Background: an optimization exercise with open tools, aiming at small area. Do not read the settings as production practice.
RTL that was checked went through simulation tests only; none was proved equivalent to the original.
Power figures rest on the tool's default switching activity, not on a simulated workload.

before:
// tr1_demod
module tr1_demod (
    input  wire               clk,
    input  wire               rst,         
    input  wire               start,       
    input  wire [1:0]         car,         
    input  wire [1:0]         lc,          
    input  wire               in_valid,
    input  wire signed [11:0] in_sample,
    input  wire               finish,      
    output wire               lv_valid,
    output wire [1:0]         lv_count,    
    output reg  [5:0]         lv_data,     
    output wire               done,
    output wire [7:0]         status       
);
Settings: LEC_CHECK=0, CAP_MARGIN=10, CORE_MARGIN=2, CORE_UTILIZATION=40, CTS_BUF_LIST=sky130_fd_sc_hd__clkbuf_8, CTS_CLUSTER_DIAMETER=60, CTS_CLUSTER_SIZE=18, GPL_TIMING_DRIVEN=0, SLEW_MARGIN=10; clock period 16.0 ns.
standard.sh (not shown) runs the stock make flow with config.mk's settings and CLKGATE_MAP_FILE= SYNTH_SCRIPT=/design/flow/synth_recipe.tcl, a recipe that flattens the netlist after the stock synthesis.
==> flow/flow/run.sh <==
#!/bin/bash
# Layout flow:
#  1. the standard synthesis (standard.sh), unchanged;
#  2. flow/polarity.py: each full adder of the netlist is used as is or with
#     all pins complemented (a full adder is self-dual), to need the fewest
#     inverters next to full adders, half adders and flip-flops;
#  3. Yosys/ABC re-map the plain logic gates (flow/remap.abc, area mapping);
#     flip-flops, full and half adders and tie cells stay as they are, so
#     every register keeps its name and cell;
#  4. the standard layout from that netlist, with buf_1 port buffers and
#     a clock tree of clkbuf_8 without dummy loads.
# Each tool's output goes to a log file of its own in this folder.
set -euo pipefail
W=$(pwd)
R=$W/orfs/results/sky130hd/tr1_demod/base
LIB=$FLOW_HOME/platforms/sky130hd/lib/sky130_fd_sc_hd__tt_025C_1v80.lib
CTS="-sink_clustering_enable -repair_clock_nets -sink_clustering_size 18 -sink_clustering_max_diameter 60 -buf_list sky130_fd_sc_hd__clkbuf_8 -dont_use_dummy_load"
PORTS="-buffer_cell sky130_fd_sc_hd__buf_1"

bash standard.sh "$R/1_2_yosys.v" > synth.log 2>&1
cp "$R/1_2_yosys.v" "$R/1_2_yosys.std.v"

python3 flow/polarity.py "$R/1_2_yosys.std.v" "$R/1_2_yosys.pol.v" 20 --free-logic > polarity.log 2>&1

DU=$(sed 's/^/-dont_use /' flow/dont_use.txt | tr '\n' ' ')
printf 'set_driving_cell sky130_fd_sc_hd__buf_1\nset_load 5\n' > abc.constr
# functional models of the plain logic cells, for Yosys to flatten
cat > models.ys <<EOY
read_liberty -ignore_miss_func $LIB
delete sky130_fd_sc_hd__fa_* sky130_fd_sc_hd__ha_* sky130_fd_sc_hd__*df* sky130_fd_sc_hd__conb_1 sky130_fd_sc_hd__dl* sky130_fd_sc_hd__*lpflow* sky130_fd_sc_hd__e* sky130_fd_sc_hd__decap* sky130_fd_sc_hd__diode* sky130_fd_sc_hd__probe* sky130_fd_sc_hd__macro* sky130_fd_sc_hd__sdf* sky130_fd_sc_hd__fah* sky130_fd_sc_hd__maj3*
write_verilog -noattr $W/models.v
EOY
yosys -l models.log models.ys > /dev/null 2>&1

cat > remap.ys <<EOY
read_liberty -lib $LIB
read_verilog -overwrite $W/models.v
read_verilog $R/1_2_yosys.pol.v
hierarchy -check -top $FLOW_TOP
flatten -noscopeinfo
simplemap
opt -fast
opt_clean -purge
abc -script $W/flow/remap.abc -liberty $LIB $DU -constr $W/abc.constr -D $FLOW_PERIOD_NS
opt_clean -purge
setundef -zero
hilomap -singleton -hicell sky130_fd_sc_hd__conb_1 HI -locell sky130_fd_sc_hd__conb_1 LO
splitnets
opt_clean -purge
insbuf -buf sky130_fd_sc_hd__buf_4 A X
stat -liberty $LIB
write_verilog -noattr -nohex -nodec $R/1_2_yosys.remap.v
EOY
yosys -l remap.log remap.ys > /dev/null 2>&1

cp "$R/1_2_yosys.remap.v" "$R/1_2_yosys.v"
touch "$R/1_2_yosys.v"
bash standard.sh "CTS_ARGS=$CTS" "BUFFER_PORTS_ARGS=$PORTS" finish > layout.log 2>&1
Other scripts of this flow, unchanged in this note and not shown: flow/flow/dont_use.txt, flow/flow/polarity.py, flow/flow/remap.abc
Inputs modified between before and after:
--- a/flow/design.v
+++ b/flow/design.v
@@ -21,21 +21,19 @@
     reg [1:0] cur_lc;
     reg       cfg_err;
     reg       sig_err;
     reg       fin_pending;
     reg       pol_neg;           
     reg [3:0] lo;
     reg       down;
     reg       half;
     reg       wh;
-    reg               v_r;
-    reg signed [11:0] s_r;
-    wire take  = active & v_r & ~cfg_err & ~sig_err;
+    wire take  = active & in_valid & ~cfg_err & ~sig_err;
     wire first = ~down & (lo == 4'd0) & ~half & ~wh;
     wire last  = down & (lo == 4'd1) & half & wh;
     wire [4:0] fidx = {half, lo};
     wire [59:0] from;
     assign from[0] = (fidx == 5'd20) | (fidx == 5'd26);
     assign from[1] = (fidx == 5'd1) | (fidx == 5'd3) | (fidx == 5'd17) | (fidx == 5'd21) | (fidx == 5'd27);
     assign from[2] = (fidx == 5'd1) | (fidx == 5'd2) | (fidx == 5'd3) | (fidx == 5'd5) | (fidx == 5'd10) | (fidx == 5'd17) | (fidx == 5'd18) | (fidx == 5'd19) | (fidx == 5'd22);
     assign from[3] = (fidx == 5'd7) | (fidx == 5'd8) | (fidx == 5'd22) | (fidx == 5'd25);
     assign from[4] = (fidx == 5'd25) | (fidx == 5'd26) | (fidx == 5'd27) | (fidx == 5'd28);
@@ -121,19 +119,19 @@
     assign qrom[23] = (lo == 4'd1) | (lo == 4'd2) | (lo == 4'd3) | (lo == 4'd6) | (lo == 4'd7) | (lo == 4'd8);
     assign qrom[24] = (lo == 4'd5) | (lo == 4'd6) | (lo == 4'd7) | (lo == 4'd8) | (lo == 4'd9) | (lo == 4'd10) | (lo == 4'd11) | (lo == 4'd12);
     assign qrom[25] = (lo == 4'd3) | (lo == 4'd4) | (lo == 4'd5) | (lo == 4'd6) | (lo == 4'd10) | (lo == 4'd11) | (lo == 4'd12);
     assign qrom[26] = (lo == 4'd4) | (lo == 4'd8) | (lo == 4'd9) | (lo == 4'd11);
     assign qrom[27] = (lo == 4'd1) | (lo == 4'd6) | (lo == 4'd9) | (lo == 4'd10);
     assign qrom[28] = (lo == 4'd5) | (lo == 4'd6) | (lo == 4'd7) | (lo == 4'd8);
     assign qrom[29] = 1'b0;
     wire [14:0] bf1 = from[59:45], bf2 = from[44:30], bf3 = from[29:15], bf4 = from[14:0];
     wire [14:0] bqs = qrom[29:15], bqc = qrom[14:0];
-    wire [11:0] xg = take ? s_r : 12'd0;
+    wire [11:0] xg = take ? in_sample : 12'd0;
     wire [4:0] fneg = {5{down}};
     wire [4:0] sneg = {5{half}};
     wire [4:0] cneg = {5{half ^ down}};
     reg [14:0] d1, d2, d3, d4;
     always @(*) begin
         case (cur_car)
             CAR_ASK: begin
                 d1 = {4'd0, xg[11], 5'd1, 5'd0};
                 d2 = d1;
@@ -359,20 +357,18 @@
             sg_d <= d_bit;
         end
         if (take & last) begin
             hacc   <= 29'd0;
             sticky <= 1'b0;
         end else begin
             hacc   <= hstep[0] ? {hsum[28], hsum[28:1]} : hsum;
             sticky <= sticky | (hstep[0] & hsum[0]);
         end
-        s_r <= in_sample;
-        v_r <= in_valid & ~rst;
         if (rst) begin
             active      <= 1'b0;
             fin_pending <= 1'b0;
             hbusy       <= 1'b0;
             dvalid      <= 1'b0;
         end else begin
             if (start) begin
                 active      <= 1'b1;
                 cur_car     <= car;
--- outcome ---
- Compare after and before | share of total power in combinational logic lower: before
- Relative to before, the post-synthesis cell area measured on after has decreased slightly.
- Re largest net degree at the start of global routing: after is 25 down on before.
- | design internal power | higher: after |
- On final instance count without filler cells, after and before are basically level.
- As of after, sum of internal, switching and leakage power had risen by a few percent compared to before.
- First-pass iteration count of the detailed router in after vs before: down 1
- Compare after and before | total clock sinks lower: after
- after: done, clean on timing, DRC and antenna
The RTL of before was laid out without a check of its function.

[afterwards: timing with drivers on the ports]
No port has a modelled driver above. Below, the same layouts with a new extraction and two added sets of constraints.
Step 1 sets driving cells, clkbuf_16 on the clock port and buf_2 on the other inputs (assumed; they add their load-dependent delay and slew).
Step 2 also shifts input and output timing later by t, the mid clock arrival at the registers, as if the neighbouring blocks saw the same clock.
Three values: ideal, step 1, step 2; two values: the first two.
run | t, ns | slack for setup (ns) | slew at the worst register clock pin (ns)
before | 0.647 | 0.852 / 0.852 / 0.852 | 0.10 / 0.10
after | 0.707 | 0.561 / 0.597 / -0.109 | 0.11 / 0.11
Met with ideal ports but missed after step 2: setup timing in after. The setup slack of after, which loses most, moves by +0.036 ns with the drivers and by -0.670 ns with both steps.
